This is an optimization exercise on Yosys and OpenROAD, whose aim is small area and few clock cycles, not a production implementation.
The RTL was checked by simulation tests, not by an equivalence proof against the original design.
The flow treats the clock pin as an ideal source, which a real chip does not have.
Power and IR drop assume default switching activity.

==> flow/design.v <==
module beast_deframer (
    input  wire         clk,
    input  wire         rst,           
    input  wire         in_valid,
    output wire         in_ready,
    input  wire [1:0]   in_kind,       
    input  wire [7:0]   in_data,
    output wire         out_valid,
    input  wire         out_ready,
    output wire [2:0]   out_kind,
    output wire [47:0]  out_ts,
    output wire [7:0]   out_sig,
    output wire [7:0]   out_type,
    output wire [3:0]   out_plen,
    output wire [111:0] out_payload
);
    localparam [2:0] Q_FRAME       = 3'd0;
    localparam [2:0] Q_LONE_ESCAPE = 3'd1;
    localparam [2:0] Q_UNKNOWN     = 3'd2;
    localparam [2:0] Q_TRUNCATED   = 3'd3;
    localparam [2:0] Q_TRANSPORT   = 3'd4;
    localparam [2:0] Q_END         = 3'd5;
    localparam [2:0] Q_LONE_UNK    = 3'd7;    
    localparam [2:0] Q_NONE        = 3'd6;    
    reg  [1:0] st;
    reg  [4:0] cnt;         
    reg  [1:0] ft;          
    reg  [7:0] sr [0:20];   
    reg  [2:0] q;           
    wire t1 = !ft[1];
    wire t2 = ft[1] && !ft[0];
    wire t3 = ft[1] && ft[0];
    localparam [4:0] CNT0 = 5'b01010;
    wire [4:0] cnt_inc = {cnt[3:0], cnt[4] ^ cnt[2]};
    wire last = t1 ? (cnt[4] && cnt[1]) :
                t2 ? (cnt[4] && cnt[0]) :
                     (cnt[4] && cnt[3] && !cnt[2] && !cnt[0]);
    wire empty = (q == Q_NONE);
    wire pop   = !empty && out_ready;
    assign in_ready  = empty || (out_ready && q != Q_LONE_UNK);
    assign out_valid = !empty;
    wire step = in_valid && in_ready;
    wire is_byte = (in_kind == 2'd0);
    wire is_eos  = (in_kind == 2'd1);
    wire esc     = (in_data == 8'h1A);
    wire known   = (in_data[7:2] == 6'b001100) && (in_data[1] || in_data[0]);
    wire typepos = st[0] && !(st[1] && esc);        
    wire store   = st[1] && (st[0] == esc);         
    wire unk     = typepos && !known;               
    wire frame   = store && last;
    wire [1:0] st_n;
    assign st_n[0] = !st[0] && esc;
    assign st_n[1] = (typepos && known) || (store && !last) || (st[1] && !st[0] && esc);
    reg [2:0] ev_q;         
    always @* begin
        if (!is_byte)
            ev_q = !is_eos ? Q_TRANSPORT : (st != 2'b00) ? Q_TRUNCATED : Q_END;
        else if (frame)
            ev_q = Q_FRAME;
        else if (typepos && st[1])
            ev_q = known ? Q_LONE_ESCAPE : Q_LONE_UNK;
        else if (typepos && !known)
            ev_q = Q_UNKNOWN;
        else
            ev_q = Q_NONE;
    end
    reg [2:0] q_pop;        
    always @* begin
        case (q)
            Q_LONE_UNK:                      q_pop = Q_UNKNOWN;
            Q_TRUNCATED, Q_TRANSPORT, Q_END: q_pop = Q_END;
            default:                         q_pop = Q_NONE;
        endcase
    end
    always @(posedge clk) begin
        if (rst) begin
            st <= 2'b00;
            q  <= Q_NONE;
        end else if (step) begin
            st <= st_n;
            q  <= ev_q;
        end else if (pop) begin
            q  <= q_pop;
        end
    end
    always @(posedge clk) begin
        if (step && typepos && known)
            ft <= in_data[1:0];
    end
    always @(posedge clk) begin
        if (step && (typepos || store))
            cnt <= typepos ? CNT0 : cnt_inc;
    end
    integer i;
    always @(posedge clk) begin
        if (step && (store || unk)) begin
            for (i = 0; i < 20; i = i + 1)
                sr[i] <= sr[i + 1];
            sr[20] <= (t3 || unk) ? in_data : 8'h00;
            sr[13] <= t3 ? sr[14] : t2 ? in_data : 8'h00;
            sr[8]  <= t1 ? in_data : sr[9];
        end
    end
    assign out_kind = (q == Q_LONE_UNK) ? Q_LONE_ESCAPE : q;
    assign out_type = q[1] ? sr[20] : {6'b001100, ft};
    assign out_plen = {t3, ft[1], 1'b1, t2};
    assign out_sig  = sr[6];
    assign out_ts   = {sr[0], sr[1], sr[2], sr[3], sr[4], sr[5]};
    genvar k;
    generate
        for (k = 0; k < 14; k = k + 1) begin : g_payload
            assign out_payload[111 - 8*k -: 8] = sr[7 + k];
        end
    endgenerate
endmodule
clock: 5.0 ns
lec_check: 0
abc_area: 1
cap_margin: 20
core_margin: 2
core_utilization: 70
slew_margin: 20
standard.sh (not shown) runs the stock make flow with config.mk's settings and CLKGATE_MAP_FILE= SYNTH_SCRIPT=/design/flow/synth_recipe.tcl, a recipe that flattens the netlist after the stock synthesis.
==> flow/flow/run.sh <==
#!/bin/bash
# Standard ORFS layout with the smallest port buffers, a clock tree without dummy
# loads, and the clock tree's buffers downsized after CTS as far as the clock-pin
# slew allows (flow/downsize_clk.tcl, run as ORFS's POST_CTS_TCL hook).
set -euo pipefail
CTS="-sink_clustering_enable -repair_clock_nets -dont_use_dummy_load"
CTS="$CTS -buf_list sky130_fd_sc_hd__clkbuf_8 -root_buf sky130_fd_sc_hd__clkbuf_8"
bash standard.sh \
  "BUFFER_PORTS_ARGS=-buffer_cell sky130_fd_sc_hd__buf_1" \
  "CTS_ARGS=$CTS" \
  "POST_CTS_TCL=$PWD/flow/downsize_clk.tcl" \
  finish > standard_flow.log 2>&1
==> flow/flow/downsize_clk.tcl <==
set clk_slew_limit 0.115
proc clk_pin_slew_max {} {
  set mx 0
  foreach p [get_pins -hierarchical */CLK] {
    set s [get_property $p slew_max]
    if {$s > $mx} { set mx $s }
  }
  return $mx
}
set sizes {sky130_fd_sc_hd__clkbuf_1 sky130_fd_sc_hd__clkbuf_2 sky130_fd_sc_hd__clkbuf_4 sky130_fd_sc_hd__clkbuf_8 sky130_fd_sc_hd__clkbuf_16}
estimate_parasitics -placement
set bound [expr max($clk_slew_limit, [clk_pin_slew_max])]
set bufs {}
foreach inst [get_cells *] {
  set m [get_property $inst ref_name]
  if {[lsearch $sizes $m] >= 0} { lappend bufs $inst }
}
foreach inst $bufs {
  set orig [get_property $inst ref_name]
  set best $orig
  foreach m $sizes {
    if {$m == $orig} break
    replace_cell $inst [get_lib_cells */$m]
    estimate_parasitics -placement
    if {[clk_pin_slew_max] <= $bound} { set best $m; break }
  }
  replace_cell $inst [get_lib_cells */$best]
  puts "clock buffer [get_full_name $inst]: $orig -> $best"
}
estimate_parasitics -placement
puts "clock-pin slew after downsizing: [clk_pin_slew_max]"
The first run produced a clean layout.
Testbench counts at the start, summed over its fixed seeds: cycles 37,797.
Next try:
--- a/flow/design.v
+++ b/flow/design.v
@@ -21,6 +21,6 @@
     localparam [2:0] Q_TRANSPORT   = 3'd4;
     localparam [2:0] Q_END         = 3'd5;
-    localparam [2:0] Q_LONE_UNK    = 3'd7;    
-    localparam [2:0] Q_NONE        = 3'd6;    
+    localparam [2:0] Q_LONE_UNK    = 3'd6;    
+    localparam [2:0] Q_NONE        = 3'd7;    
     reg  [1:0] st;
     reg  [4:0] cnt;         
@@ -85,14 +85,14 @@
     end
     always @(posedge clk) begin
-        if (step && typepos && known)
+        if (step && is_byte && typepos && known)
             ft <= in_data[1:0];
     end
     always @(posedge clk) begin
-        if (step && (typepos || store))
+        if (step && is_byte && (typepos || store))
             cnt <= typepos ? CNT0 : cnt_inc;
     end
     integer i;
     always @(posedge clk) begin
-        if (step && (store || unk)) begin
+        if (step && is_byte && (store || unk)) begin
             for (i = 0; i < 20; i = i + 1)
                 sr[i] <= sr[i + 1];
The new run produced a clean layout. Worst setup slack improved by 0.13 ns. Routed wire length climbs slightly. Sequential share of layout area drops by 0.98 points. Non-clock buffer count is unchanged. Total power drops by about a fifth. Via count climbs slightly. Clock power climbs slightly. Final area climbs slightly. Die area climbs slightly. First-iteration DRC count climbs by about a fifth.
Testbench counts after the change, summed over its fixed seeds: cycles 37,797.

afterwards: timing with drivers on the ports:
The results above use ideal ports. As a check the final layouts listed here were re-extracted and re-timed, cells and wires unchanged.
Step 1 assumes that a clkbuf_16 drives the clock port and a buf_2 every other input.
Step 2 moves the port delays by t, midway between the first and last clock arrival at a register: inputs arrive t later, outputs are due t later. That takes back most of the time a late clock gives input paths.
Three values: ideal, step 1, step 2; two values: the first two.
run	t, ns	setup slack, ns	latest minus earliest clock arrival (ns)
the first run	0.711	1.917 / 1.886 / 1.878	0.057 / 0.057
the second run	0.431	2.048 / 2.051 / 1.620	0.046 / 0.046
After both steps every run listed still meets setup and hold. For the second run, which loses most, drivers alone change the setup slack by +0.003 ns; drivers and shift together by -0.428 ns.
